Source: an optimization exercise on an open RTL-to-GDS flow (aim: a short achievable clock period, few clock cycles and low power). Production flows keep margins and buffers that such runs may drop. At most, simulation tests tie the RTL to the original design; equivalence was not proved. Power and IR drop assume default switching activity.

## the baseline
Design e20_core, start of the top module:
module e20_core (
    input  wire        clk,
    input  wire        rst,          
    output reg         mem_req,
    output reg         mem_we,
    output reg  [12:0] mem_addr,
    output reg  [15:0] mem_wdata,
    input  wire        mem_gnt,
    input  wire        mem_rvalid,
    input  wire [15:0] mem_rdata,
    output reg         halted
);
Settings: LEC_CHECK=0, ABC_CLOCK_PERIOD_IN_PS=2500, CAP_MARGIN=20, CORE_MARGIN=2, CORE_UTILIZATION=40, PLACE_DENSITY=0.6, SETUP_SLACK_MARGIN=4.5, SLEW_MARGIN=20; clock period 8.0 ns.
run.sh (not shown) runs the stock make flow with config.mk's settings and CLKGATE_MAP_FILE= SYNTH_SCRIPT=/design/flow/synth_recipe.tcl, a recipe that flattens the netlist after the stock synthesis.
Testbench counts of the baseline, summed over its fixed seeds: cycles 279,331.
## Diff of input files: the candidate against the baseline
# the baseline
export LEC_CHECK = 0
export ABC_CLOCK_PERIOD_IN_PS = 2500
export CAP_MARGIN = 20
export CORE_MARGIN = 2
export CORE_UTILIZATION = 40
export PLACE_DENSITY = 0.6
export SETUP_SLACK_MARGIN = 4.5
export SLEW_MARGIN = 20
create_clock -name core_clock -period 8.0 [get_ports {clk}]
# the candidate
export LEC_CHECK = 0
export ABC_CLOCK_PERIOD_IN_PS = 3000
export CAP_MARGIN = 20
export CORE_MARGIN = 2
export CORE_UTILIZATION = 40
export PLACE_DENSITY = 0.6
export SETUP_SLACK_MARGIN = 3.0
export SLEW_MARGIN = 20
create_clock -name core_clock -period 8.0 [get_ports {clk}]
[summary]
Taking the baseline as the reference, in the candidate worst hold slack picked up an extra 0.0082 ns; fraction of power consumed by the clock network picked up an extra 0.9 points.
The candidate: clock period minus final worst setup slack higher than the baseline
Changes observed in the candidate relative to the baseline: maximum frequency saw a decrease, total power saw a decrease, first-pass GRT wire length saw a decrease.


The RTL this note starts from:
==> flow/design.v <==
module e20_core (
    input  wire        clk,
    input  wire        rst,          
    output reg         mem_req,
    output reg         mem_we,
    output reg  [12:0] mem_addr,
    output reg  [15:0] mem_wdata,
    input  wire        mem_gnt,
    input  wire        mem_rvalid,
    input  wire [15:0] mem_rdata,
    output reg         halted
);
    localparam [2:0] OP_RRR  = 3'b000, OP_ADDI = 3'b001, OP_J   = 3'b010,
                     OP_JAL  = 3'b011, OP_LW   = 3'b100, OP_SW  = 3'b101,
                     OP_JEQ  = 3'b110, OP_SLTI = 3'b111;
    localparam [3:0] F_ADD = 4'b0000, F_SUB = 4'b0001, F_OR = 4'b0010,
                     F_AND = 4'b0011, F_SLT = 4'b0100, F_JR = 4'b1000;
    function [16:0] kadd;
        input [15:0] a, b;
        input        cin;
        reg   [15:0] g, p, gg, pp, gn, pn;
        integer      k, d;
        begin
            g  = a & b;
            p  = a ^ b;
            gg = {g[15:1], g[0] | (p[0] & cin)};
            pp = p;
            for (d = 1; d < 16; d = d * 2) begin
                gn = gg;
                pn = pp;
                for (k = d; k < 16; k = k + 1) begin
                    gn[k] = gg[k] | (pp[k] & gg[k-d]);
                    pn[k] = pp[k] & pp[k-d];
                end
                gg = gn;
                pp = pn;
            end
            kadd = {gg[15], p ^ {gg[14:0], cin}};
        end
    endfunction
    reg [15:0] regs [1:7];
    reg [12:0] pc;         
    reg [12:0] fa;         
    reg        req_data;   
    reg [15:0] ibuf;       
    reg        ibuf_v;
    reg [2:0]  q_v, q_ld, q_dr;
    reg        smc_q;      
    reg        ld_pend;    
    reg [2:0]  ld_d;       
    wire acc       = mem_req & mem_gnt;
    wire acc_read  = acc & ~mem_we;
    wire acc_fetch = acc & ~req_data;
    wire data_wait = mem_req & req_data & ~mem_gnt;    
    wire resp_ld   = mem_rvalid & q_ld[0];
    wire resp_ins  = mem_rvalid & ~q_ld[0] & ~q_dr[0];    
    wire        ivalid = (ibuf_v | resp_ins) & ~halted & ~smc_q;
    wire [15:0] ir     = ibuf_v ? ibuf : mem_rdata;
    wire [2:0]  op     = ir[15:13];
    wire [2:0]  ra     = ir[12:10];
    wire [2:0]  rb     = ir[9:7];
    wire [2:0]  rd_rrr = ir[6:4];
    wire [3:0]  func   = ir[3:0];
    wire [6:0]  imm7   = ir[6:0];
    wire [12:0] imm13  = ir[12:0];
    wire [15:0] simm   = {{9{imm7[6]}}, imm7};
    wire [15:0] va = (ra == 3'd0) ? 16'd0 : regs[ra];
    wire [15:0] vb = (rb == 3'd0) ? 16'd0 : regs[rb];
    wire [16:0] npc_s = kadd({3'd0, pc}, 16'd1, 1'b0);
    wire [12:0] npc   = npc_s[12:0];
    wire is_rrr  = (op == OP_RRR);
    wire is_lw   = (op == OP_LW);
    wire is_sw   = (op == OP_SW);
    wire is_j    = (op == OP_J);
    wire is_jal  = (op == OP_JAL);
    wire is_jeq  = (op == OP_JEQ);
    wire is_jr   = is_rrr & (func == F_JR);
    wire is_halt = is_j & (imm13 == pc);
    wire        sub   = is_rrr ? (func == F_SUB | func == F_SLT) : (op == OP_SLTI);
    wire [15:0] bop   = (is_rrr ? vb : simm) ^ {16{sub}};
    wire [16:0] sum_s = kadd(va, bop, sub);
    wire [15:0] sum   = sum_s[15:0];
    wire        lt    = ~sum_s[16];
    wire [12:0] ea    = sum[12:0];
    reg        wr;
    reg [2:0]  dst;
    reg [15:0] res;
    always @(*) begin
        wr  = 1'b0;
        dst = rb;
        res = sum;
        case (op)
            OP_RRR: begin
                dst = rd_rrr;
                wr  = (func[3:1] == 3'b000) | (func[3:1] == 3'b001) | (func == F_SLT);
                case (func)
                    F_OR:    res = va | vb;
                    F_AND:   res = va & vb;
                    F_SLT:   res = {15'd0, lt};
                    default: res = sum;
                endcase
            end
            OP_ADDI: wr = 1'b1;
            OP_SLTI: begin wr = 1'b1; res = {15'd0, lt}; end
            OP_JAL:  begin wr = 1'b1; dst = 3'd7; res = {3'd0, npc}; end
            default: ;
        endcase
    end
    wire wr_nz = wr & (dst != 3'd0);
    wire rd_a = ~(is_j | is_jal);
    wire rd_b = is_rrr | is_sw | is_jeq;
    wire ld_hit = ld_pend & ((rd_a & ra == ld_d) | (rd_b & rb == ld_d) |
                             (wr_nz & dst == ld_d));
    wire stall = ld_hit
               | (resp_ld & wr_nz)                          
               | ((is_lw | is_sw) & data_wait)
               | (is_lw & ld_pend & ~resp_ld)
               | (is_halt & data_wait);
    wire exec = ivalid & ~stall;
    wire        eq      = (va == vb);
    wire [16:0] br_s    = kadd({3'd0, npc}, simm, 1'b0);
    wire [12:0] br_tgt  = br_s[12:0];
    wire        tk_jeq  = is_jeq & eq & (imm7 != 7'd0);
    wire        tk_j    = (is_j | is_jal) & (imm13 != npc) & ~is_halt;
    wire        tk_jr   = is_jr;
    reg  [12:0] tgt;
    always @(*) begin
        if (is_jeq)     tgt = br_tgt;
        else if (is_jr) tgt = va[12:0];
        else            tgt = imm13;
    end
    wire taken = exec & (tk_jeq | tk_j | tk_jr);
    wire overflow = ibuf_v & resp_ins & stall & ~halted & ~smc_q;
    wire smc      = exec & is_sw & ((ea == npc) | (ea == npc + 13'd1) | (ea == npc + 13'd2));
    wire refetch  = overflow | smc_q;
    wire redirect = taken | refetch;
    wire [16:0] fa1  = kadd({3'd0, fa}, 16'd1, 1'b0);
    wire [12:0] fa_n = taken ? tgt : refetch ? pc : acc_fetch ? fa1[12:0] : fa;
    wire mem_go  = exec & (is_sw | (is_lw & rb != 3'd0));
    wire halt_go = exec & is_halt;
    wire       pop  = mem_rvalid;
    wire [2:0] s_v  = pop ? {1'b0, q_v[2:1]}  : q_v;
    wire [2:0] s_ld = pop ? {1'b0, q_ld[2:1]} : q_ld;
    wire [2:0] s_dr = (pop ? {1'b0, q_dr[2:1]} : q_dr) | ({3{redirect}} & ~s_ld);
    wire [2:0] slot = ~s_v & {s_v[1:0], 1'b1};        
    wire [2:0] push = {3{acc_read}} & slot;
    wire       can_fetch = ~s_v[1] & ~(s_v[0] & acc_read);
    integer i;
    always @(posedge clk) begin
        if (rst) begin
            mem_req   <= 1'b1;
            mem_we    <= 1'b0;
            mem_addr  <= 13'd0;
            mem_wdata <= 16'd0;
            req_data  <= 1'b0;
            halted    <= 1'b0;
            pc        <= 13'd0;
            fa        <= 13'd0;
            ibuf      <= 16'd0;
            ibuf_v    <= 1'b0;
            q_v <= 3'd0; q_ld <= 3'd0; q_dr <= 3'd0;
            ld_pend   <= 1'b0;
            ld_d      <= 3'd0;
            smc_q     <= 1'b0;
            for (i = 1; i < 8; i = i + 1)
                regs[i] <= 16'd0;
        end else begin
            if (resp_ld & ld_pend) begin
                if (ld_d != 3'd0) regs[ld_d] <= mem_rdata;
            end else if (exec & wr_nz) begin
                regs[dst] <= res;
            end
            if (resp_ld) ld_pend <= 1'b0;
            if (exec & is_lw & rb != 3'd0) begin
                ld_pend <= 1'b1;
                ld_d    <= rb;
            end
            if (exec) pc <= taken ? tgt : npc;
            if (halt_go) halted <= 1'b1;
            smc_q <= smc;
            if (refetch) begin
                ibuf_v <= 1'b0;
            end else if (ibuf_v) begin
                if (exec) begin
                    ibuf_v <= resp_ins & ~redirect;
                    ibuf   <= mem_rdata;
                end
            end else if (resp_ins & ~exec) begin
                ibuf_v <= 1'b1;
                ibuf   <= mem_rdata;
            end
            q_v  <= s_v | push;
            q_ld <= (s_ld & ~push) | (push & {3{req_data}});
            q_dr <= (s_dr & ~push) | (push & {3{redirect & ~req_data}});
            fa <= fa_n;
            if (mem_go) begin
                mem_req   <= 1'b1;
                mem_we    <= is_sw;
                mem_addr  <= ea;
                mem_wdata <= vb;
                req_data  <= 1'b1;
            end else if (data_wait) begin
            end else if (halt_go | halted) begin
                mem_req   <= 1'b0;
                req_data  <= 1'b0;
            end else begin
                mem_req   <= can_fetch;
                mem_we    <= 1'b0;
                mem_addr  <= fa_n;
                req_data  <= 1'b0;
            end
        end
    end
endmodule
clock: 8.0 ns
lec_check: 0
cap_margin: 20
core_margin: 2
core_utilization: 40
place_density: 0.6
slew_margin: 20
Then changed:
ABC_CLOCK_PERIOD_IN_PS = 3000   (was not set)
SETUP_SLACK_MARGIN = 3.0   (was not set)
Worst setup slack improved by 1.5 ns.
Routed wire length came out higher by 13%.
Clock-buffer cell count rose by 4.
Die area stays the same.
Final cell count climbs by 6.4%.
Sequential power is about the same.
No run of this note included a check of the RTL's function; only the layout flow was run.

==> separate check: timing with driven ports <==
No port has a modelled driver above. Below, the same layouts with a new extraction and two added sets of constraints.
Step 1 (the two cells are an assumption about what drives the block):
set clk [get_ports {clk}]
set_driving_cell -lib_cell sky130_fd_sc_hd__clkbuf_16 $clk
set_driving_cell -lib_cell sky130_fd_sc_hd__buf_2 [delete_from_list [all_inputs] $clk]
Step 2 moves the port delays by t, midway between the first and last clock arrival at a register: inputs arrive t later, outputs are due t later. That takes back most of the time a late clock gives input paths.
a / b / c = ideal / step 1 / step 2; a / b = the first two.
run | shift t [ns] | setup slack, ns | hold slack, ns | worst data-port slew with drivers (ns) | cell pins on the clock port's net
the baseline | 0.620 | 2.065 / 2.028 / 1.408 | 0.490 / 0.490 / 0.490 | 0.13 | 1
the candidate | 0.619 | 1.952 / 1.959 / 1.341 | 0.498 / 0.498 / 0.498 | 0.06 | 1
the first run of note 2 | 0.606 | 1.030 / 1.062 / 0.456 | 0.488 / 0.488 / 0.488 | 0.04 | 1
the second run of note 2 | 0.615 | 2.493 / 2.519 / 1.904 | 0.495 / 0.495 / 0.495 | 0.06 | 1
After both steps every run listed still meets setup and hold. For the baseline, which loses most, drivers alone change the setup slack by -0.037 ns; drivers and shift together by -0.657 ns.
